Background: an optimization exercise with open tools, aiming at small area and few clock cycles. Do not read the settings as production practice. In this exercise RTL edits were held to simulation tests only and were not proved equivalent to the original. Power figures rest on the tool's default switching activity, not on a simulated workload.

==> design.v <==
module pff_raster (
    input  wire        clk,
    input  wire        rst,
    input  wire        cmd_valid,
    input  wire [31:0] cmd_data,
    output wire        cmd_ready,
    output wire        tok_valid,
    output wire        tok_cmd,
    output wire [7:0]  tok_byte,
    output wire        tok_last,
    input  wire        tok_ready,
    input  wire        err_clear,
    output wire        err,
    output wire [3:0]  err_code,
    output wire [31:0] err_cmd
);
    localparam S_HDR = 3'd0, S_W1 = 3'd1, S_W2 = 3'd2, S_SET = 3'd3,
               S_EMIT = 3'd4, S_ERR = 3'd5;
    reg [2:0]  state;
    reg [3:0]  ph;           
    reg [3:0]  seq;          
    reg [31:0] hdr;
    reg [1:0]  ecode;        
    reg [15:0] gx, gy;       
    reg [15:0] fw, fh;       
    reg [15:0] X, Y, X1, Y1;
    reg [16:0] XB, YB;
    reg [17:0] E;            
    reg [2:0]  k;            
    reg [1:0]  redge;        
    reg        step, xmaj, lastf, bad, abad, cdec, cpar, cf0, swx, swy, nrow;
    wire [3:0] ty  = {hdr[28], hdr[26:24]};
    wire t_geom    = (ty == 4'b0001);
    wire t_pixel   = (ty == 4'b1000);
    wire t_fill    = (ty == 4'b1001);
    wire t_line    = (ty == 4'b1010);
    wire t_rect    = (ty == 4'b1011);
    wire t_circ    = (ty == 4'b1100);
    wire filled    = hdr[16];
    wire fillmode  = t_fill | ((t_rect | t_circ) & filled);   
    wire rowsmode  = t_fill | (t_rect & filled);              
    wire outline   = t_rect & !filled;
    wire [7:0] in_op = cmd_data[31:24];
    reg        in_legal;
    always @(*) begin
        case (in_op)
            8'h00, 8'h01: in_legal = (cmd_data[23:0]  == 24'd0);
            8'h10, 8'h11, 8'h12: in_legal = (cmd_data[23:16] == 8'd0);
            8'h13, 8'h14: in_legal = (cmd_data[23:17] == 7'd0);
            default: in_legal = 1'b0;
        endcase
    end
    assign cmd_ready = (state == S_HDR) || (state == S_W1) || (state == S_W2);
    wire take = cmd_valid && cmd_ready;
    assign err = (state == S_ERR);
    assign err_code = err ? ((ecode == 2'd0) ? 4'd2 : (ecode == 2'd1) ? 4'd4 : 4'd5) : 4'd0;
    assign err_cmd  = hdr;     
    wire emit = (state == S_EMIT);
    wire set  = (state == S_SET);
    wire eqx = (X == X1);
    wire eqy = (Y == Y1);
    wire seq_x = (seq >= 4'd1) && (seq <= 4'd4);     
    wire seq_y = (seq >= 4'd6) && (seq <= 4'd9);     
    wire c_kend = filled ? (k[1:0] == 2'd3) : (k == 3'd7);
    localparam A_X = 3'd0, A_X1 = 3'd1, A_Y = 3'd2, A_Y1 = 3'd3, A_E = 3'd4, A_0 = 3'd5, A_C = 3'd6;
    localparam B_0 = 3'd0, B_GX = 3'd1, B_GY = 3'd2, B_XB = 3'd3, B_YB = 3'd4;
    reg [2:0] asel, bsel;
    reg       aext, bext, binv, bcin;
    wire      mj_y = !xmaj;
    wire      n_xb = XB[16], n_yb = YB[16];
    wire      n_mj = xmaj ? n_xb : n_yb;
    wire      n_mn = xmaj ? n_yb : n_xb;
    wire      k_mid = (k == 3'd1) || (k == 3'd2) || (k == 3'd5) || (k == 3'd6);
    reg       c_offy, c_neg;
    always @(*) begin
        if (seq_y) begin
            if (filled) begin c_offy = ~k[1]; c_neg = k[0]; end
            else        begin c_offy = ~k_mid; c_neg = k[2]; end
        end else begin
            if (filled) begin c_offy = k[1]; c_neg = (seq == 4'd1) || (seq == 4'd2); end
            else        begin c_offy = k_mid; c_neg = (k == 3'd2) || (k == 3'd3) || (k == 3'd4) || (k == 3'd5); end
        end
    end
    always @(*) begin
        asel = A_0; bsel = B_0; aext = 1'b0; bext = 1'b0; binv = 1'b0; bcin = 1'b0;
        if (!set && !emit) begin
            asel = A_C;                                    
        end else if (set) begin
            if (t_pixel) begin
                asel = ph[0] ? A_Y : A_X; bsel = ph[0] ? B_GY : B_GX; aext = 1'b1;
            end else if (t_fill) begin
                case (ph[2:0])
                    3'd0: begin asel = A_X1; binv = 1'b1; end           
                    3'd1: begin asel = A_Y1; binv = 1'b1; end           
                    3'd2: begin asel = A_X1; bsel = B_GX; end           
                    3'd3: begin asel = A_Y1; bsel = B_GY; end
                    default: ;                                          
                endcase
            end else if (t_circ) begin
                case (ph[2:0])
                    3'd0: begin asel = A_Y; bsel = B_GY; aext = 1'b1; end     
                    3'd1: begin asel = A_X; bsel = B_GX; aext = 1'b1; end
                    3'd2: begin asel = A_Y; bsel = B_XB; binv = 1'b1; bcin = 1'b1; end
                    3'd3: begin asel = A_Y; bsel = B_XB; end
                    3'd4: begin asel = A_Y1; bsel = B_XB; binv = 1'b1; bcin = 1'b1; end
                    3'd5: begin asel = A_Y1; bsel = B_XB; end
                    3'd6: begin bsel = B_XB; binv = 1'b1; end                 
                    default: ;                                                
                endcase
            end else begin    
                case (ph)
                    4'd0: asel = A_Y;                                         
                    4'd1: begin asel = A_X;  bsel = B_GX; aext = 1'b1; end
                    4'd2: begin asel = A_X1; bsel = B_GX; aext = 1'b1; end
                    4'd3: begin asel = A_Y;  bsel = B_GY; aext = 1'b1; end
                    4'd4: begin asel = A_Y1; bsel = B_GY; aext = 1'b1; end
                    4'd5: begin asel = A_X1; bsel = B_XB; aext = 1'b1; bext = 1'b1; binv = 1'b1; bcin = 1'b1; end
                    4'd6: begin asel = A_Y1; bsel = B_YB; aext = 1'b1; bext = 1'b1; binv = 1'b1; bcin = 1'b1; end
                    default: begin
                        if (t_line) begin
                            case (ph)
                                4'd7: begin bsel = B_XB; bext = 1'b1; binv = n_xb; bcin = n_xb; end
                                4'd8: begin asel = A_E; bsel = B_YB; bext = 1'b1; binv = ~n_yb; bcin = ~n_yb; end
                                4'd9: begin bsel = mj_y ? B_YB : B_XB; bext = 1'b1; binv = n_mj; bcin = n_mj; end
                                default: begin asel = A_E; bsel = mj_y ? B_XB : B_YB; bext = 1'b1; binv = ~n_mn; bcin = ~n_mn; end
                            endcase
                        end else begin    
                            case (ph)
                                4'd7:  asel = swx ? A_X1 : A_X;
                                4'd8:  begin if (swx) bsel = B_XB; else asel = A_X1; end
                                4'd9:  asel = A_X;
                                4'd10: asel = swy ? A_Y1 : A_Y;
                                4'd11: begin if (swy) bsel = B_YB; else asel = A_Y1; end
                                default: asel = A_Y;
                            endcase
                        end
                    end
                endcase
            end
        end else if (seq_x || seq_y) begin            
            if (t_circ) begin
                asel = seq_y ? A_Y1 : A_Y;
                bsel = c_offy ? B_YB : B_XB;
                binv = c_offy ? c_neg : ~c_neg; bcin = c_neg;
            end else if (seq_y) begin
                asel = (seq[3] && rowsmode) ? A_Y1 : A_Y;
                bsel = B_GY;
            end else begin
                asel = (seq[2] || seq[1] && seq[0]) && fillmode ? A_X1 : A_X;
                bsel = B_GX;
            end
        end else if (seq == 4'd12) begin              
            asel = (fillmode && !eqx) ? A_X : A_Y;
            bcin = 1'b1;
        end else if (seq == 4'd11) begin
            if (t_line) begin                         
                asel = A_E; bsel = mj_y ? B_YB : B_XB; bext = 1'b1; binv = n_mj; bcin = n_mj;
            end else
                bsel = B_XB;                          
        end else if (t_line) begin
            case (seq)
                4'd0:  begin asel = A_E; bsel = mj_y ? B_XB : B_YB; bext = 1'b1; binv = ~n_mn; bcin = ~n_mn; end
                4'd5:  begin asel = A_X; binv = n_xb; bcin = ~n_xb; end
                default: begin asel = A_Y; binv = n_yb; bcin = ~n_yb; end
            endcase
        end else if (t_circ) begin
            case (seq)
                4'd0: begin
                    if (k == 3'd0) begin bsel = B_XB; bcin = cdec; end        
                    else begin asel = A_E; bcin = k[1] ? cdec : cpar; end
                end
                4'd5: begin
                    asel = A_E;
                    if (k == 3'd0) begin bsel = B_YB; bcin = 1'b1; end                
                    else begin bsel = cdec ? B_XB : B_0; bext = 1'b1; bcin = cdec; end   
                end
                default: begin                                                       
                    if (c_kend) begin bsel = B_YB; bcin = 1'b1; end                   
                    else begin asel = A_E; bcin = (k == 3'd0) || cdec; end
                end
            endcase
        end else begin                                
            if (seq == 4'd5) begin
                if (!lastf) begin asel = A_X; bcin = 1'b1; end
                else if (redge == 2'd2) asel = A_X1;
                else bsel = B_XB;
            end else begin
                if (!lastf) begin asel = A_Y; bcin = 1'b1; end
                else if (redge == 2'd0) asel = A_Y1;
                else bsel = B_YB;
            end
        end
    end
    reg [17:0] ra;
    reg [16:0] mb;
    always @(*) begin
        case (asel)
            A_X:  ra = {{2{aext & X[15]}}, X};
            A_X1: ra = {{2{aext & X1[15]}}, X1};
            A_Y:  ra = {{2{aext & Y[15]}}, Y};
            A_Y1: ra = {{2{aext & Y1[15]}}, Y1};
            A_E:  ra = E;
            A_C:  ra = {2'b00, cmd_data[15:0]};
            default: ra = 18'd0;
        endcase
        case (bsel)
            B_GX: mb = {1'b0, gx};
            B_GY: mb = {1'b0, gy};
            B_XB: mb = XB;
            B_YB: mb = YB;
            default: mb = 17'd0;
        endcase
    end
    wire [17:0] rb = {bext & mb[16], bext & mb[16], mb[15:0]} ^ {18{binv}};
    wire [17:0] R  = ra + rb + {17'd0, bcin};
    wire        r_ok = (R[17:16] == 2'b00);
    wire        ceq = (~XB[15:0] == YB[15:0]);
    wire        c_fin = cf0 || (cdec && ceq);
    reg  [7:0]  tb;
    reg         tc, tl;
    always @(*) begin
        tc = 1'b0; tl = 1'b0; tb = R[15:8];
        case (seq)
            4'd0:  begin tc = 1'b1; tb = 8'h2A; tl = 1'b1; end
            4'd2, 4'd7: tb = R[7:0];
            4'd4, 4'd9: begin tb = R[7:0]; tl = 1'b1; end
            4'd5:  begin tc = 1'b1; tb = 8'h2B; tl = 1'b1; end
            4'd10: begin tc = 1'b1; tb = 8'h2C; tl = 1'b1; end
            4'd11: tb = hdr[15:8];
            4'd12: begin tb = hdr[7:0]; tl = !fillmode || eqx; end
            default: ;
        endcase
    end
    assign tok_valid = emit;
    assign tok_cmd   = tc;
    assign tok_byte  = tb;
    assign tok_last  = tl;
    wire row_more  = fillmode && !eqx;
    wire rows_more = rowsmode && !eqy;
    wire rect_end  = emit && tok_ready && (seq == 4'd12) && !row_more && !rows_more;
    always @(posedge clk) begin
        if (rst) begin
            state <= S_HDR;
            gx <= 16'd0; gy <= 16'd0;
            fw <= 16'd0; fh <= 16'd0;
        end else begin
            case (state)
                S_HDR: if (take) begin
                    hdr <= cmd_data;
                    ph  <= 4'd0;
                    seq <= 4'd0;
                    nrow <= 1'b0;
                    bad <= 1'b0; abad <= 1'b0;
                    X1 <= fw; Y1 <= fh;
                    if (!in_legal) begin
                        ecode <= 2'd0; state <= S_ERR;
                    end else if (in_op == 8'h00)
                        state <= S_HDR;
                    else if (in_op == 8'h11)
                        state <= S_SET;
                    else
                        state <= S_W1;
                end
                S_W1: if (take) begin
                    if (t_geom) begin
                        fw <= cmd_data[15:0]; fh <= cmd_data[31:16];
                        state <= S_W2;
                    end else begin
                        X <= R[15:0]; XB <= {R[15], R[15:0]};
                        Y <= cmd_data[31:16];
                        state <= t_pixel ? S_SET : S_W2;
                    end
                end
                S_W2: if (take) begin
                    redge <= 2'd0;
                    k <= 3'd0;
                    cdec <= 1'b0;
                    if (t_geom) begin
                        gx <= cmd_data[15:0]; gy <= cmd_data[31:16];
                        state <= S_HDR;
                    end else if (t_circ) begin
                        XB <= {1'b0, R[15:0]};
                        if (cmd_data[31:16] != 16'd0) begin ecode <= 2'd0; state <= S_ERR; end
                        else state <= S_SET;
                    end else begin
                        X1 <= R[15:0]; Y1 <= cmd_data[31:16];
                        state <= S_SET;
                    end
                end
                S_SET: begin
                    ph <= ph + 4'd1;
                    if (t_pixel) begin
                        if (!r_ok) bad <= 1'b1;
                        if (ph[0]) begin
                            if (!r_ok || bad) begin ecode <= 2'd2; state <= S_ERR; end
                            else state <= S_EMIT;
                        end
                    end else if (t_fill) begin
                        case (ph[2:0])
                            3'd0: begin X1 <= R[15:0]; if (R[16]) abad <= 1'b1; end    
                            3'd1: begin Y1 <= R[15:0]; if (R[16]) abad <= 1'b1; end
                            3'd2: if (!r_ok) bad <= 1'b1;
                            3'd3: begin
                                if (abad) begin ecode <= 2'd1; state <= S_ERR; end
                                else if (!r_ok || bad) begin ecode <= 2'd2; state <= S_ERR; end
                            end
                            3'd4: begin X <= R[15:0]; XB <= R[16:0]; end
                            default: begin Y <= R[15:0]; state <= S_EMIT; end
                        endcase
                    end else if (t_circ) begin
                        if (!ph[2] || ph[2:0] == 3'd4) begin
                            if (!r_ok) bad <= 1'b1;
                        end
                        case (ph[2:0])
                            3'd0: Y1 <= R[15:0];
                            3'd1: Y <= R[15:0];
                            3'd5: if (!r_ok || bad) begin ecode <= 2'd2; state <= S_ERR; end
                            3'd6: begin XB <= {1'b1, R[15:0]}; E <= {R[17], R[17:1]}; cpar <= R[0]; end
                            3'd7: begin YB <= R[16:0]; state <= S_EMIT; end
                            default: ;
                        endcase
                    end else if (ph == 4'd0) begin
                        YB <= {R[15], R[15:0]};
                    end else if (ph <= 4'd4) begin
                        if (!r_ok) bad <= 1'b1;
                        if (ph == 4'd4 && (!r_ok || bad)) begin ecode <= 2'd2; state <= S_ERR; end
                    end else if (t_line) begin
                        case (ph)
                            4'd5: XB <= R[16:0];
                            4'd6: YB <= R[16:0];
                            4'd7: E <= R;
                            4'd8: xmaj <= !R[17];
                            4'd9: E <= {R[17], R[17:1]};
                            default: begin E <= R; state <= S_EMIT; end
                        endcase
                    end else begin    
                        case (ph)
                            4'd5: swx <= R[17];
                            4'd6: begin
                                swy <= R[17];
                                if (!swx && !R[17]) state <= S_EMIT;
                            end
                            4'd7:  X <= R[15:0];
                            4'd8:  X1 <= R[15:0];
                            4'd9:  XB <= R[16:0];
                            4'd10: Y <= R[15:0];
                            4'd11: Y1 <= R[15:0];
                            default: begin YB <= R[16:0]; state <= S_EMIT; end
                        endcase
                    end
                end
                S_EMIT: if (tok_ready) begin
                    if (seq != 4'd12) seq <= seq + 4'd1;
                    else if (row_more || rows_more) seq <= 4'd11;
                    else seq <= 4'd0;
                    if (seq == 4'd12) begin
                        if (row_more) X <= R[15:0];
                        else if (rows_more) Y <= R[15:0];
                        nrow <= !row_more && rows_more;
                    end
                    if (seq == 4'd11 && nrow) X <= R[15:0];
                    if (t_line) begin
                        case (seq)
                            4'd0: begin lastf <= eqx && eqy; step <= E[17]; E <= R; end
                            4'd5: if (xmaj || step) X <= R[15:0];
                            4'd10: if (!xmaj || step) Y <= R[15:0];
                            4'd11: if (step) E <= R;
                            default: ;
                        endcase
                    end
                    if (outline) begin
                        case (seq)
                            4'd0: lastf <= redge[1] ? eqy : eqx;
                            4'd5: if (lastf || !redge[1]) X <= R[15:0];
                            4'd10: if (lastf || redge[1]) Y <= R[15:0];
                            default: ;
                        endcase
                    end
                    if (t_circ) begin
                        case (seq)
                            4'd0: begin
                                if (k == 3'd0) begin
                                    XB <= {1'b1, R[15:0]};
                                    cdec <= !E[17] || (E[16:1] == 16'hFFFF);    
                                end else if (k == 3'd1 || k == 3'd2)
                                    E <= R;
                                if (k == 3'd2) cpar <= ~cpar;
                            end
                            4'd2: X <= R[15:0];
                            4'd4: X1 <= R[15:0];
                            4'd5: begin
                                if (k[2:1] == 2'b00) E <= R;
                                cf0 <= ceq;
                            end
                            4'd10: begin
                                if (c_kend) YB <= {1'b0, R[15:0]};
                                else if (k[2:1] == 2'b00) E <= R;
                            end
                            default: ;
                        endcase
                    end
                    if (rect_end) begin
                        k <= c_kend ? 3'd0 : k + 3'd1;
                        if (outline && lastf) redge <= redge + 2'd1;
                        if (t_pixel || fillmode && !t_circ ||
                            t_line && lastf ||
                            outline && lastf && (redge == 2'd3) ||
                            t_circ && c_kend && c_fin)
                            state <= S_HDR;
                    end
                end
                S_ERR: if (err_clear) state <= S_HDR;
                default: state <= S_HDR;
            endcase
        end
    end
endmodule
==> run.sh <==
#!/bin/bash
# synth_recipe.tcl (not shown) runs the flow's synth.tcl, then flattens the netlist and writes it again
# the make line also repeats each setting of config.mk as NAME=value (left out here)
make -C /OpenROAD-flow-scripts/flow DESIGN_CONFIG=/design/flow/config.mk WORK_HOME=/design/flow/orfs CLKGATE_MAP_FILE= SYNTH_SCRIPT=/design/flow/synth_recipe.tcl finish
==> config.mk <==
export PLATFORM = sky130hd
export DESIGN_NAME = pff_raster
export DESIGN_NICKNAME = pff_raster
export VERILOG_FILES = /design/flow/design.v
export SDC_FILE = /design/flow/constraint.sdc
export NUM_CORES = 4
export LEC_CHECK = 0
export ABC_AREA = 1
export CAP_MARGIN = 20
export CORE_MARGIN = 2
export CORE_UTILIZATION = 40
export CTS_BUF_LIST = sky130_fd_sc_hd__clkbuf_16
export CTS_CLUSTER_DIAMETER = 80
export CTS_CLUSTER_SIZE = 24
export PLACE_DENSITY = 0.6
export SLEW_MARGIN = 20
==> constraint.sdc <==
create_clock -name core_clock -period 11.0 [get_ports {clk}]
set_input_delay 2.2000 -clock core_clock [delete_from_list [all_inputs] [get_ports {clk}]]
set_output_delay 2.2000 -clock core_clock [all_outputs]
set_load 0.01 [all_outputs]
==> summary.txt, run 1 <==
Final Setup Violations = 0
Max-cap violations = 0
Num CTS Buffers = 19
Crit path max-delay family = simple AND/OR/NAND/NOR gates
root buffer cell = clkbuf_16
die width = 204 um
RSZ-0062 raised after global routing = false
area grow syn2layout = 13.5%
io pins = 86
vias per cell = 6.00
Setup Skew = 0.0406 ns
Primary FF master, synth = edfxtp_1
CTS Sinks = 241
grt ovf = 0
Max Slew Vio Count = 0
first-pass GRT wire length = 102000 um
drt total wl = 70500 um
Port Buffer Count = 84
Post-synth EDFFs = 174
CP max FO = 17
average size of a mapped cell = 7.43 um2
1st-iter DRT viols = 2124
die height = 204 um
CP max stage delay = 0.72 ns
Remaining DRCs = 0
Cells after Synth = 2149
num rows = 73
most frequent CP cell = nand2_1
Tmin final = 10.14 ns
worst slew pin tran = 1.30 ns
TritonCTS clock tree = built
initial antenna violation count = 0
Initial Utilization = 40.4%
CP required = 8.80 ns
Core ar. = 0.0395 mm2
register area share after synthesis = 41.1%
Antenna Nets Post-Route = 0
CP bufs+invs = 5
Fin Setup TNS = 0 ns
Detail Placement HPWL = 54300 um
fmax = 98.6 MHz
status = no timing/DRC/antenna violations
post-placement cell count = 2713
critical path endpoint category = output pin
Worst-Skew Late Latency = 0.56 ns
Routed WL per cell = 25.6 um
Critical Path Start Type = flip-flop
YS warnings = 1
htree depth = 1
most common cell after layout, fill and taps aside = nand2_1
final hold violation count = 0
Worst Path Class, Setup = reg2out
Layout Cells excl Fill = 2749
die footprint = 0.0416 mm2
layout cells sized above 1 = 6.75%
Resized Gates After CTS = 0
Peak VDD IR = 116 uV
vias in the first global route = 14900
most frequent cells in the layout = nand2_1 (522), inv_1 (259), o21ai_0 (216)
via count = 16500
largest net degree at the start of global routing = 56
Final nets = 2284
pwr/cell area = 231 mW/mm2
Finished Core Util = 45.8%
Hold Crit Class = reg2reg
DR pass1 iterations = 6
gr usage total = 33.4%
CTS clk-pin slew, worst paths = 0.09 ns
Critical Path Slowest Stage Cell = xor2_1
CTS Buffer Depth = 3
relative slew slack = 11.9%
RePlAce Congestion = 1.05
worst endpoint data arrival time = 7.94 ns
LEAKAGE = 7.56 nW
Period Utilization, post-route = 92.2%
Syn Nets = 2224
Setup Buffers After CTS = 0
#FFs+latches synth = 241
Netlist cell types = 59
area of the mapped netlist = 0.0160 mm2
Async SR Flop Fraction = 0%
cts hold-fix bufs = 0
-- metrics by stage --
stage | setup slack [ns] | hold WS, ns | power (mW) | instance area [um2]
CTS | 1.08 | 0.475 | 4.13 | 18100
finish | 0.861 | 0.471 | 4.19 | 18100
global placement | 1.53 | 0.451 | 3.39 | 17500
floorplan | 3.78 | 0.441 | 2.50 | 16000
detailed placement | 1.51 | 0.461 | 3.39 | 17500
global route | 0.461 | 0.500 | 4.38 | 18100
-- metal layers --
layer	GRT usage [%]	part of all wire, %	vias to the layer above
met1	49.2	44	7926
li1	-	-	7482
met2	48.8	41	959
met4	11.9	3.7	0
met3	6.15	11	125
met5	0	0	-
-- synth_stat cells (all sizes together) (19+ instances only) --
cell,n,area [um2]
o211ai,36,270
a21oi,130,669
clkbuf,71,267
nand3,98,516
ha,36,450
inv,281,1050
o21ai,225,1130
a22oi,23,173
nor2,193,777
nand2,536,2050
edfxtp,174,5230
dfxtp,67,1340
nand4,40,250
o22ai,19,119
nor3,32,176
xor2,38,333
nor4,20,125
o221ai,24,210
-- registers in the layout, summed over array words and instances (netlist names), 4 cells and up --
register,cells
ph,4
gy,16
XB,17
E,18
gx,16
Y1,16
X,16
X1,16
fh,16
YB,17
seq,4
Y,16
hdr,32
fw,16
-- kinds of logic (layout without fill, tap and decap cells) --
group	Yosys count	in the layout	synth area share, %
adders and majority gates	38	38	3.07
other	1	3	0.0235
DFF	241	241	41.1
and+or+nand+nor	933	933	24.9
xor gates and xnor gates	47	47	2.58
buffers and inverters	368	441	8.80
AOI/OAI and AO/OA	521	521	19.5
-- path summary, 6_finish.rpt --
check	from	endpoint	slack [ns]	cells past startpoint
worst max-delay path	hdr[24]$_DFFE_PP_	tok_byte[7]	0.86	28
worst min-delay path	gy[10]$_SDFFE_PP0P_	gy[10]$_SDFFE_PP0P_	0.47	2
worst max register to register	state[0]$_SDFFE_PP0P_	ecode[0]$_SDFFCE_PN0P_	3.40	25
worst min register to register	gy[10]$_SDFFE_PP0P_	gy[10]$_SDFFE_PP0P_	0.47	2
-- where the power goes --
group	internal (mW)	switching, mW	leakage [nW]
combinational	0.571	1.49	5.08
sequential	1.25	0.133	2.16
clock	0.345	0.403	0.321
total	2.17	2.02	7.56
-- tightest hold or removal path: stages, from the launching register on --
cell and delay [ns]:
dfxtp_1 0.32, nand2_1 0.06, a21oi_1 0.05
-- final cells by class --
cell class	instances	area [um2]
Sequential cell	241	6570
Inverter	286	1070
Clock inverter	15	166
Clock buffer	19	475
Antenna cell	2	5.00
Tap cell	525	657
Timing Repair Buffer	121	1120
Multi-Input combinational cell	1540	8060
Fill cell	4031	21400
Testbench counts, summed over its fixed seeds: cycles 496,792.
==> run 2: changes to the inputs <==
--- a/config.mk
+++ b/config.mk
@@ -12,4 +12,4 @@
 export CTS_BUF_LIST = sky130_fd_sc_hd__clkbuf_16
-export CTS_CLUSTER_DIAMETER = 80
-export CTS_CLUSTER_SIZE = 24
+export CTS_CLUSTER_DIAMETER = 60
+export CTS_CLUSTER_SIZE = 16
 export PLACE_DENSITY = 0.6
==> summary.txt, run 2 <==
grt ovf = 0
sw power = 2.12 mW
Cells after Synth = 2149
relative slew slack = 14.7%
CP max stage delay = 0.75 ns
Setup Skew = 0.0308 ns
RSZ-0062 raised after global routing = false
Max-cap violations = 0
RePlAce Congestion = 1.05
Worst-Skew Late Latency = 0.62 ns
Commonest cells post-synth = nand2_1 (522), inv_1 (257), o21ai_0 (216)
sequential fraction of design power = 30.8%
layout cells sized above 1 = 7.62%
cts hold-fix bufs = 0
most frequent CP cell = nand2_1
worst endpoint data arrival time = 7.99 ns
vias in the first global route = 15100
CP max FO = 17
Syn Nets = 2224
R2R Path Start = state[0]$_SDFFE_PP0P_
Finished Core Util = 46.9%
CTS clk-pin slew, worst paths = 0.07 ns
die height = 204 um
htree depth = 1
Biggest register = hdr
root buffer cell = clkbuf_16
Detail Placement HPWL = 54300 um
Hold Startpoint = gy[10]$_SDFFE_PP0P_
average size of a mapped cell = 7.43 um2
#FFs+latches synth = 241
Power Total = 4.50 mW
YS warnings = 1
max FFs per register = 32
post-synth top area share = 32.7%
Async SR Flop Fraction = 0%
Clk pwr share = 23.3%
Tmin final = 10.19 ns
critical path endpoint category = output pin
Peak VDD IR = 120 uV
Routed WL per cell = 25.5 um
final hold violation count = 0
Remaining DRCs = 0
first-pass GRT wire length = 102000 um
die width = 204 um
top area cells in the synthesized netlist = edfxtp_1 (33%), nand2_1 (12%), dfxtp_1 (8.4%)
Critical Path Start Type = flip-flop
Switching Share = 47.1%
worst slew pin tran = 1.26 ns
count leader, synth = nand2_1
Primary FF master, synth = edfxtp_1
CTS Sinks = 241
fmax = 98.1 MHz
Largest regs = hdr x32, E x18
Period Utilization, post-route = 92.7%
Critical Path Slowest Stage Cell = xor2_1
num rows = 73
io pins = 86
DR pass1 iterations = 6
worst reg2reg path depth = 25
register area share after synthesis = 41.1%
Post-synth EDFFs = 174
Final nets = 2295
most common cell after layout, fill and taps aside = nand2_1
Netlist cell types = 59
Setup Buffers After CTS = 0
initial antenna violation count = 2
status = no timing/DRC/antenna violations
internal power = 2.38 mW
Critical Path Source = hdr[24]$_DFFE_PP_
CTS Buffer Depth = 3
Hold Crit Class = reg2reg
area grow syn2layout = 16.2%
Num CTS Buffers = 30
CP required = 8.80 ns
vias per cell = 5.98
Worst Path Class, Setup = reg2out
Final Setup Violations = 0
Port Buffer Count = 84
Initial Utilization = 40.4%
area of the mapped netlist = 0.0160 mm2
most frequent cells in the layout = nand2_1 (522), inv_1 (260), o21ai_0 (216)
gr usage total = 33.5%
pwr/cell area = 243 mW/mm2
largest net degree at the start of global routing = 56
Fillers = 4008
drt total wl = 70800 um
Max Slew Vio Count = 0
Resized Gates After CTS = 0
hold depth = 2
top cell type by total area after synthesis = edfxtp_1
via count = 16600
Logic pwr share = 45.9%
die footprint = 0.0416 mm2
Antenna Nets Post-Route = 0
LEAKAGE = 7.76 nW
Core ar. = 0.0395 mm2
1st-iter DRT viols = 2036
Fin Setup TNS = 0 ns
TritonCTS clock tree = built
==> run 2: cell counts after synthesis <==
Identical to the previous run, type by type.
==> run 2: path summary, 6_finish.rpt <==
path / slack [ns] / end
setup reg to reg: 3.38 / ecode[0]$_SDFFCE_PN0P_
hold reg to reg: 0.47 / gy[10]$_SDFFE_PP0P_
hold / removal: 0.47 / gy[10]$_SDFFE_PP0P_
setup / recovery: 0.81 / tok_byte[7]
==> run 2: per-stage QoR <==
step / cell area (um2) / hold slack (ns) / std cells / setup slack, ns
finish: 18600 / 0.469 / 2771 / 0.805
global route: 18600 / 0.497 / 2769 / 0.400
CTS: 18600 / 0.472 / 2769 / 1.02
detailed placement: 17500 / 0.461 / 2713 / 1.51
global placement: 17500 / 0.451 / 2713 / 1.53
floorplan: 16000 / 0.441 / 2149 / 3.78
==> run 2: kinds of logic after synthesis <==
| group | share of synthesized area, % |
|---|---|
| simple gates | 24.9 |
| compound gates | 19.5 |
| buf+inv | 8.80 |
| flops | 41.1 |
| xor+xnor | 2.58 |
| fa+ha+maj | 3.07 |
| other cells | 0.0235 |
==> run 2: cell type report <==
class,count,area [um2],area share (%)
clock buffer,30,751,4.05
multi-input combinational,1540,8060,43.4
sequential,241,6570,35.4
timing repair buffer,121,1120,6.03
inverter,286,1070,5.78
clock inverter,26,324,1.75
tap,525,657,3.54
antenna,2,5.00,0.0270
==> run 2: critical path: cells and delay by family (launching register included) <==
kind	cells	cell delay (ns)
and+or+nand+nor	13	2.32
AOI/OAI and AO/OA	8	1.92
buffers and inverters	5	1.47
xor gates and xnor gates	1	0.75
DFF	1	0.49
adders and majority gates	1	0.41
==> run 2: power by group through the flow <==
stage | Sequential, mW | Combinational (mW) | Clock (mW)
after floorplan | 1.36 | 1.14 | 0
after global placement | 1.40 | 1.99 | 0
after detailed placement | 1.40 | 1.99 | 0
after CTS | 1.38 | 2.00 | 1.06
after global routing | 1.40 | 2.19 | 1.09
final | 1.39 | 2.07 | 1.05
==> run 2: routing by layer <==
layer / global-route usage, % / vias up / share of wire, % / routed length (um)
met2: 48.3 / 921 / 41 / 29100
met1: 49.0 / 7985 / 44 / 31300
met5: 0 / - / 0.049 / 35
met3: 6.66 / 139 / 11 / 7430
li1: - / 7520 / - / -
met4: 13.3 / 2 / 4.0 / 2860
==> run 3: changes to the inputs <==
--- a/config.mk
+++ b/config.mk
@@ -7,3 +7,2 @@
 export LEC_CHECK = 0
-export ABC_AREA = 1
 export CAP_MARGIN = 20
@@ -11,5 +10,2 @@
 export CORE_UTILIZATION = 40
-export CTS_BUF_LIST = sky130_fd_sc_hd__clkbuf_16
-export CTS_CLUSTER_DIAMETER = 60
-export CTS_CLUSTER_SIZE = 16
 export PLACE_DENSITY = 0.6
==> summary.txt, run 3 <==
CTS Sinks = 241
Peak VDD IR = 162 uV
Critical Path Start Type = flip-flop
most common cell after layout, fill and taps aside = nand2_1
worst endpoint data arrival time = 7.97 ns
Final nets = 1977
R2R setup slack = 2.83 ns
grt ovf = 0
Fin Setup TNS = 0 ns
die width = 206 um
vias in the first global route = 15000
via count = 15600
first-pass GRT wire length = 99800 um
TritonCTS clock tree = built
Post-synth EDFFs = 174
Core ar. = 0.0400 mm2
Largest regs = hdr x32, E x18
Num CTS Buffers = 30
post-placement cell count = 2395
critical-path cell list = and3b_1 > o21a_1 > nor3_1 > o21a_1 > a211oi_2 > nor3_4 > nor3_2 > nand2_1 > o21ai_0 > a22oi_1 > xor2_1 > fa_1 > inv_1 > fa_1 > a211o_1 > a21oi_1 > o21a_1 > o21ai_0 > a31o_2 > a21oi_1 > xnor2_1 > inv_1 > o21ai_0 > clkdlybuf4s50_1
die footprint = 0.0424 mm2
1st-iter DRT viols = 1786
Biggest register = hdr
Initial Utilization = 40.8%
register area share after synthesis = 40.3%
CP required = 8.80 ns
num rows = 73
Final Setup Violations = 0
critical path endpoint category = output pin
CTS clk-pin slew, worst paths = 0.06 ns
WHS = 0.454 ns
gr usage total = 31.7%
io pins = 86
Async SR Flop Fraction = 0%
Critical path destination = tok_byte[6]
largest net degree at the start of global routing = 66
worst reg2reg path depth = 26
Setup Buffers After CTS = 0
area of the mapped netlist = 0.0163 mm2
YS warnings = 1
Worst-Skew Late Latency = 0.58 ns
Max-cap violations = 0
RSZ-0062 raised after global routing = false
Setup Skew = 0.0267 ns
relative slew slack = 13.8%
Power Total = 4.91 mW
pwr/cell area = 261 mW/mm2
max FFs per register = 32
CTS Buffer Depth = 3
worst slew pin tran = 1.28 ns
post-synth top area share = 32.0%
CP max stage delay = 1.02 ns
Detail Placement HPWL = 48400 um
Port Buffer Count = 84
Critical Path Slowest Stage Cell = edfxtp_1
drt total wl = 66900 um
area grow syn2layout = 15.4%
status = no timing/DRC/antenna violations
Syn Nets = 1937
Commonest cells post-synth = nand2_1 (297), edfxtp_1 (174), a21oi_1 (158), o21ai_0 (158), nor2_1 (120)
layout cells sized above 1 = 10.3%
initial antenna violation count = 0
Tmin final = 10.17 ns
Routed WL per cell = 27.3 um
Antenna Nets Post-Route = 0
cts hold-fix bufs = 0
Critical Path Source = seq[3]$_SDFFCE_PN0P_
top cell type by total area after synthesis = edfxtp_1
fmax = 98.4 MHz
most frequent cells in the layout = nand2_1 (296), edfxtp_1 (174), o21ai_0 (157), a21oi_1 (157), nor2_1 (119)
RePlAce Congestion = 0.979
Netlist cell types = 94
Cells after Synth = 1862
root buffer cell = clkbuf_16
worst setup margin = 0.833 ns
Remaining DRCs = 0
R2R Path Start = seq[3]$_SDFFCE_PN0P_
Period Utilization, post-route = 92.4%
CP max FO = 26
Layout Cells excl Fill = 2452
dpl ws = 1.53 ns
die height = 206 um
LEAKAGE = 6.59 nW
final hold violation count = 0
Resized Gates After CTS = 0
count leader, synth = nand2_1
top area cells in the synthesized netlist = edfxtp_1 (32%), dfxtp_1 (8.2%), nand2_1 (6.8%)
#FFs+latches synth = 241
R2R Path End = ecode[1]$_SDFFCE_PN0P_
DR pass1 iterations = 6
Max Slew Vio Count = 0
htree depth = 1
average size of a mapped cell = 8.76 um2
Primary FF master, synth = edfxtp_1
Worst Path Class, Setup = reg2out
vias per cell = 6.35
Hold Crit Class = reg2reg
[run 3: area by class of cell]
cell class / count / area [um2]
clock inverter: 17 / 166
multi-input combinational: 1429 / 9080
antenna: 1 / 2.50
fill: 3891 / 21200
sequential: 241 / 6570
inverter: 55 / 206
tap: 525 / 657
timing repair buffer: 145 / 1290
clock buffer: 39 / 846
[run 3: per-layer routing]
layer,GRT usage [%],part of all wire (%),vias up
met3,3.78,7.1,177
li1,-,-,6968
met1,42.6,42,7617
met5,0,0,-
met2,50.9,46,817
met4,14.9,5.3,0
[run 3: power breakdown]
group	total [mW]	switching, mW	internal [mW]
Clock	1.01	0.413	0.592
Sequential	1.45	0.157	1.29
Combinational	2.46	1.65	0.807
Total	4.91	2.22	2.69
[run 3: how the worst min path moves through the flow]
stage                  startpoint            endpoint  cells after the start
2_1_floorplan  gx[0]$_SDFFE_PP0P_  gx[0]$_SDFFE_PP0P_                      2
3_3_place_gp   gx[0]$_SDFFE_PP0P_  gx[0]$_SDFFE_PP0P_                      2
3_5_place_dp   fh[9]$_SDFFE_PP0P_  fh[9]$_SDFFE_PP0P_                      2
4_1_cts        fw[7]$_SDFFE_PP0P_  fw[7]$_SDFFE_PP0P_                      2
5_1_grt        fh[5]$_SDFFE_PP0P_  fh[5]$_SDFFE_PP0P_                      2
6_report       fh[9]$_SDFFE_PP0P_  fh[9]$_SDFFE_PP0P_                      2
[run 3: stage by stage]
stage	utilization, %	area (um2)
floorplan	-	16300
global placement	44.5	17800
detailed placement	44.5	17800
CTS	47.0	18800
global route	47.0	18800
finish	47.0	18800
[run 3: kinds of logic (layout without fill, tap and decap cells)]
family | count (synthesis) | after routing | share of synthesized area (%)
fa+ha+maj | 38 | 38 | 3.01
buf+inv | 192 | 256 | 4.68
other cells | 1 | 2 | 0.0230
mux | 105 | 105 | 6.70
xor+xnor | 85 | 85 | 4.77
simple gates | 645 | 645 | 18.7
compound gates | 555 | 555 | 21.8
flops | 241 | 241 | 40.3
[run 3: worst max-delay path, delay by kind of cell (launching register included)]
family                   cells  cell delay (ns)
adder cells (fa/ha/maj)      2             0.70
flip-flops                   1             1.02
XOR/XNOR                     2             0.38
AND/OR/NAND/NOR              5             1.87
AO/OA/AOI/OAI               12             2.68
buffers and inverters        3             0.75
==> run 4: changes to the inputs <==
--- a/config.mk
+++ b/config.mk
@@ -7,6 +7,10 @@
 export LEC_CHECK = 0
+export ABC_AREA = 1
 export CAP_MARGIN = 20
 export CORE_MARGIN = 2
-export CORE_UTILIZATION = 40
-export PLACE_DENSITY = 0.6
+export CORE_UTILIZATION = 55
+export CTS_BUF_LIST = sky130_fd_sc_hd__clkbuf_16
+export CTS_CLUSTER_DIAMETER = 80
+export CTS_CLUSTER_SIZE = 24
+export PLACE_DENSITY = 0.7
 export SLEW_MARGIN = 20
==> summary.txt, run 4 <==
CTS Buffer Depth = 3
Netlist cell types = 59
RePlAce Congestion = 1.08
Antenna Nets Post-Route = 0
#FFs+latches synth = 241
CTS clk-pin slew, worst paths = 0.09 ns
count leader, synth = nand2_1
LEAKAGE = 7.51 nW
CP max FO = 17
htree depth = 1
Worst Path Class, Setup = reg2out
Crit path max-delay family = simple AND/OR/NAND/NOR gates
CP required = 8.80 ns
root buffer cell = clkbuf_16
Core ar. = 0.0286 mm2
critical path depth = 27
initial antenna violation count = 0
Peak VDD IR = 162 uV
largest net degree at the start of global routing = 50
post-route cell area = 0.0179 mm2
met3 usage = 12.3%
RSZ-0062 raised after global routing = false
WHS = 0.475 ns
grt peak-use layer = met1
R2R Path Start = state[1]$_SDFFE_PP0P_
Clk pwr share = 16.7%
sequential fraction of design power = 33.9%
worst endpoint data arrival time = 7.78 ns
cts hold-fix bufs = 0
Commonest cells post-synth = nand2_1 (522), inv_1 (257), o21ai_0 (216)
die width = 174 um
most frequent CP cell = nand2_1
final hold violation count = 0
Biggest register = hdr
drt total wl = 66500 um
fmax = 100 MHz
sw power = 1.98 mW
die footprint = 0.0304 mm2
Critical Path Start Type = flip-flop
pwr/cell area = 230 mW/mm2
most common cell after layout, fill and taps aside = nand2_1
relative slew slack = 15.4%
Primary FF master, synth = edfxtp_1
Final Setup Violations = 0
Routed WL per cell = 25.6 um
Period Utilization, post-route = 90.7%
grt ovf = 0
Resized Gates After CTS = 0
Post-synth EDFFs = 174
Async SR Flop Fraction = 0%
area grow syn2layout = 11.8%
vias in the first global route = 15200
layout cells sized above 1 = 6.41%
Logic pwr share = 49.4%
1st-iter DRT viols = 2918
CP bufs+invs = 3
num rows = 62
CTS Sinks = 241
vias per cell = 6.52
Max Slew Vio Count = 0
critical path endpoint category = output pin
Num CTS Buffers = 17
Worst-Skew Late Latency = 0.53 ns
Max-cap violations = 0
top cell type by total area after synthesis = edfxtp_1
Setup Skew = 0.0256 ns
register area share after synthesis = 41.1%
most frequent cells in the layout = nand2_1 (522), inv_1 (261), o21ai_0 (216)
Remaining DRCs = 0
instance area after placement = 0.0173 mm2
die height = 174 um
Setup Buffers After CTS = 0
Cells after Synth = 2149
gr usage total = 42.7%
TritonCTS clock tree = built
Hold Crit Class = reg2reg
worst slew pin tran = 1.25 ns
first-pass GRT wire length = 97100 um
DR pass1 iterations = 8
CP max stage delay = 0.88 ns
Syn Nets = 2224
met2 Use GR = 60.9%
via count = 16900
Initial Utilization = 55.8%
top area cells in the synthesized netlist = edfxtp_1 (33%), nand2_1 (12%), dfxtp_1 (8.4%)
R2R setup slack = 3.33 ns
internal power = 2.12 mW
Fillers = 2541
status = no timing/DRC/antenna violations
worst reg2reg path depth = 28
Critical Path Slowest Stage Cell = xor2_1
Fin Setup TNS = 0 ns
diode count = 0
Critical Path Source = hdr[24]$_DFFE_PP_
met1 Resource Use GR = 61.1%
Switching Share = 48.3%
Largest regs = hdr x32, E x18
area of the mapped netlist = 0.0160 mm2
Port Buffer Count = 84
post-synth top area share = 32.7%
R2R Path End = ecode[1]$_SDFFCE_PN0P_
Tmin final = 9.98 ns
Detail Placement HPWL = 50500 um
Final nets = 2279
average size of a mapped cell = 7.43 um2
Critical path destination = tok_byte[7]
io pins = 86
max FFs per register = 32
YS warnings = 1
-- run 4: per-stage QoR --
step,std cells,total power [mW],utilization [%],setup slack (ns)
after global placement,2569,3.29,60.4,1.89
after floorplan,2149,2.50,-,3.78
after global routing,2599,4.24,62.4,0.777
after detailed placement,2569,3.32,60.4,1.84
after CTS,2599,3.98,62.3,1.31
final,2599,4.10,62.4,1.02
-- run 4: power groups by stage --
stage	Clock [mW]	Combinational, mW	Sequential (mW)
after floorplan	0	1.14	1.36
after global placement	0	1.89	1.40
after detailed placement	0	1.92	1.40
after CTS	0.674	1.92	1.38
after global routing	0.700	2.14	1.40
final	0.685	2.03	1.39
-- run 4: final cells by class --
type                    instances  area, um2  share of cell area, %
clock buffers                  17        425                   2.38
clock inverters                13        144                  0.806
inverters                     286       1070                   6.01
multi-input cells            1540       8070                   45.2
flip-flops and latches        241       6570                   36.8
well taps                     384        480                   2.69
repair buffers                118       1100                   6.14
-- run 4: layer usage --
layer | up-vias | routed length (um)
met5 | - | 0
met2 | 1407 | 27100
met4 | 0 | 3120
met3 | 193 | 10600
li1 | 7466 | -
met1 | 7873 | 25600
-- run 4: worst min path at each step --
stage / slack (ns) / start / cells past startpoint / end
after floorplan: 0.44 / gy[0]$_SDFFE_PP0P_ / 2 / gy[0]$_SDFFE_PP0P_
final: 0.48 / gy[12]$_SDFFE_PP0P_ / 2 / gy[12]$_SDFFE_PP0P_
after global routing: 0.50 / gy[1]$_SDFFE_PP0P_ / 2 / gy[1]$_SDFFE_PP0P_
after CTS: 0.48 / gy[10]$_SDFFE_PP0P_ / 2 / gy[10]$_SDFFE_PP0P_
after global placement: 0.45 / gy[7]$_SDFFE_PP0P_ / 2 / gy[7]$_SDFFE_PP0P_
after detailed placement: 0.46 / gy[7]$_SDFFE_PP0P_ / 2 / gy[7]$_SDFFE_PP0P_
-- run 4: worst register-to-register path, delay by kind of cell (launching register included) --
kind                       cells  cell delay, ns
xor gates and xnor gates       1            0.69
AOI/OAI and AO/OA              5            1.98
adders and majority gates      2            0.69
buffers and inverters          6            1.17
DFF                            1            0.38
and+or+nand+nor               14            2.46
-- run 4: cells by family after synthesis --
| group | share of synthesized area [%] |
|---|---|
| buf+inv | 8.80 |
| fa+ha+maj | 3.07 |
| simple gates | 24.9 |
| xor+xnor | 2.58 |
| other cells | 0.0235 |
| flops | 41.1 |
| compound gates | 19.5 |
==> run 5: changes to the inputs <==
==> flow/run.sh (new file) <==
#!/bin/bash
# The standard layout (standard.sh) with two changes: the input and output
# ports get sky130 buf_1 buffers (the standard buffer_ports picks a larger
# delay cell), and the clock tree is built from clkbuf_16 sink clusters of up
# to 24 flip-flops without dummy loads. make's full output goes to
# standard.log in the work folder; ORFS keeps each step's log under orfs/logs.
set -euo pipefail
export BUFFER_PORTS_ARGS="-buffer_cell sky130_fd_sc_hd__buf_1"
export CTS_ARGS="-sink_clustering_enable -repair_clock_nets -dont_use_dummy_load -sink_clustering_size 24 -sink_clustering_max_diameter 80 -buf_list sky130_fd_sc_hd__clkbuf_16"
bash standard.sh > standard.log 2>&1
==> standard.sh (new file) <==
#!/bin/bash
# synth_recipe.tcl (not shown) runs the flow's synth.tcl, then flattens the netlist and writes it again
# the make line also repeats each setting of config.mk as NAME=value (left out here)
make -C /OpenROAD-flow-scripts/flow DESIGN_CONFIG=/design/flow/config.mk WORK_HOME=/design/flow/orfs CLKGATE_MAP_FILE= SYNTH_SCRIPT=/design/flow/synth_recipe.tcl "${@:-finish}"
--- a/config.mk
+++ b/config.mk
@@ -10,7 +10,4 @@
 export CORE_MARGIN = 2
-export CORE_UTILIZATION = 55
-export CTS_BUF_LIST = sky130_fd_sc_hd__clkbuf_16
-export CTS_CLUSTER_DIAMETER = 80
-export CTS_CLUSTER_SIZE = 24
-export PLACE_DENSITY = 0.7
+export CORE_UTILIZATION = 40
+export PLACE_DENSITY = 0.6
 export SLEW_MARGIN = 20
removed: run.sh
==> summary.txt, run 5 <==
gr usage total = 33.7%
largest net degree at the start of global routing = 50
root buffer cell = clkbuf_16
CTS clk-pin slew, worst paths = 0.09 ns
register area share after synthesis = 41.1%
Critical Path Start Type = flip-flop
via count = 16400
RePlAce Congestion = 1.01
Final Setup Violations = 0
max FFs per register = 32
die footprint = 0.0416 mm2
io pins = 86
Setup Buffers After CTS = 0
Worst Path Class, Setup = reg2out
htree depth = 1
DR pass1 iterations = 6
Max Slew Vio Count = 0
Post-synth EDFFs = 174
top area cells in the synthesized netlist = edfxtp_1 (33%), nand2_1 (12%), dfxtp_1 (8.4%)
CP required = 8.80 ns
TritonCTS clock tree = built
Commonest cells post-synth = nand2_1 (522), inv_1 (257), o21ai_0 (216)
Port Buffer Count = 84
Initial Utilization = 40.4%
Remaining DRCs = 0
vias per cell = 6.00
worst setup margin = 1.25 ns
Tmin final = 9.75 ns
Cells after Synth = 2149
Setup Skew = 0.0592 ns
cts hold-fix bufs = 0
Hold Crit Class = reg2reg
WHS = 0.494 ns
die width = 204 um
Critical Path Slowest Stage Cell = xor2_1
Clk pwr share = 17.3%
#FFs+latches synth = 241
drt total wl = 70900 um
average size of a mapped cell = 7.43 um2
top cell type by total area after synthesis = edfxtp_1
sw power = 1.97 mW
Max-cap violations = 0
internal power = 2.10 mW
Async SR Flop Fraction = 0%
Worst-Skew Late Latency = 0.57 ns
dpl ws = 1.95 ns
Syn Nets = 2224
final hold violation count = 0
worst reg2reg path depth = 29
most common cell after layout, fill and taps aside = nand2_1
LEAKAGE = 7.28 nW
vias in the first global route = 15000
critical path endpoint category = output pin
CTS Sinks = 241
die height = 204 um
most frequent cells in the layout = nand2_1 (522), inv_1 (257), o21ai_0 (216)
RSZ-0062 raised after global routing = false
CP bufs+invs = 6
1st-iter DRT viols = 2121
first-pass GRT wire length = 102000 um
area grow syn2layout = 9.61%
Netlist cell types = 59
Largest regs = hdr x32, E x18
Detail Placement HPWL = 54400 um
Resized Gates After CTS = 0
num rows = 73
CTS Buffer Depth = 3
sequential fraction of design power = 34.0%
pwr/cell area = 233 mW/mm2
Core ar. = 0.0395 mm2
Switching Share = 48.5%
Routed WL per cell = 25.9 um
CP max stage delay = 0.69 ns
relative slew slack = 32.7%
Primary FF master, synth = edfxtp_1
post-synth top area share = 32.7%
YS warnings = 1
layout cells sized above 1 = 6.47%
area of the mapped netlist = 0.0160 mm2
hold depth = 2
Period Utilization, post-route = 88.7%
worst slew pin tran = 1.00 ns
worst endpoint data arrival time = 7.55 ns
Num CTS Buffers = 22
count leader, synth = nand2_1
initial antenna violation count = 1
Crit path max-delay family = simple AND/OR/NAND/NOR gates
grt ovf = 0
Biggest register = hdr
Antenna Nets Post-Route = 0
Final nets = 2287
status = no timing/DRC/antenna violations
Fin Setup TNS = 0 ns
CP max FO = 33
Peak VDD IR = 113 uV
fmax = 103 MHz
Logic pwr share = 48.7%
critical path depth = 26
-- run 5: final timing paths --
kind	start	end	slack (ns)
worst max-delay path	state[0]$_SDFFE_PP0P_	tok_byte[7]	1.25
worst min-delay path	gy[4]$_SDFFE_PP0P_	gy[4]$_SDFFE_PP0P_	0.49
worst max register to register	state[1]$_SDFFE_PP0P_	ecode[1]$_SDFFCE_PN0P_	3.38
worst min register to register	gy[4]$_SDFFE_PP0P_	gy[4]$_SDFFE_PP0P_	0.49
-- run 5: layout make-up --
class	instances	area (um2)
repair buffers	121	593
well taps	525	657
fillers	4002	22000
diodes	1	2.50
multi-input cells	1540	8070
flip-flops and latches	241	6570
inverters	286	1070
clock buffers	22	551
-- run 5: routing by layer --
| layer | global-route usage, % | routed length [um] |
|---|---|---|
| met1 | 48.4 | 30700 |
| met2 | 48.6 | 29500 |
| met3 | 8.99 | 8170 |
| met4 | 11.9 | 2530 |
| met5 | 0 | 13 |
-- run 5: cells by family after synthesis --
logic type	synth area share, %
compound gates	19.5
xor+xnor	2.58
fa+ha+maj	3.07
buf+inv	8.80
flops	41.1
other cells	0.0235
simple gates	24.9
-- run 5: power groups by stage --
stage                     combinational (mW)  sequential [mW]  clock [mW]
after floorplan                         1.14             1.36           0
after detailed placement                1.91             1.40           0
after global routing                    2.13             1.40       0.739
after global placement                  1.90             1.40           0
after CTS                               1.91             1.38       0.715
final                                   1.98             1.39       0.705
-- run 5: worst register-to-register path: cells and delay by family (launching register included) --
kind                       cells  cell delay [ns]
AOI/OAI and AO/OA              5             1.94
xor gates and xnor gates       1             0.46
and+or+nand+nor               13             2.44
adders and majority gates      2             0.70
buffers and inverters          8             1.44
DFF                            1             0.38
-- run 5: per-stage QoR --
stage / cells / total power [mW] / area, um2 / util [%]
2_1_floorplan: 2149 / 2.50 / 16000 / -
3_3_place_gp: 2712 / 3.30 / 16900 / 42.8
3_5_place_dp: 2712 / 3.31 / 16900 / 42.8
4_1_cts: 2734 / 4.01 / 17500 / 44.2
5_1_grt: 2735 / 4.27 / 17500 / 44.3
6_report: 2736 / 4.07 / 17500 / 44.3

separate check: timing with driven ports:
Ports are ideal in the flow. The routed layouts listed here were re-timed in OpenROAD.
Step 1, drivers: a clkbuf_16 drives clk and a buf_2 each remaining input, both assumed.
Step 2 adds t to the input delays and takes it off the output delays; t is the mean of the earliest and latest rising clock arrival at the registers after step 1. Input paths then give back, and output paths get back, about the clock's delay inside the block.
a / b / c = no drivers / after step 1 / after step 2; a / b = the first two.
run	t (ns)	setup WS [ns]	worst hold slack (ns)	worst setup path after step 2	worst register clock-pin slew, ns
run 1	0.599	0.861 / 0.801 / 1.338	0.471 / 0.471 / 0.471	input to output	0.10 / 0.10
run 2	0.660	0.805 / 0.750 / 1.397	0.469 / 0.469 / 0.469	input to output	0.08 / 0.08
run 3	0.623	0.833 / 0.777 / 1.400	0.454 / 0.454 / 0.454	register to output	0.07 / 0.07
run 4	0.569	1.019 / 0.968 / 1.537	0.475 / 0.475 / 0.475	register to output	0.10 / 0.10
run 5	0.603	1.248 / 1.187 / 1.790	0.494 / 0.494 / 0.494	register to output	0.10 / 0.10
After both steps every run listed still meets setup and hold.
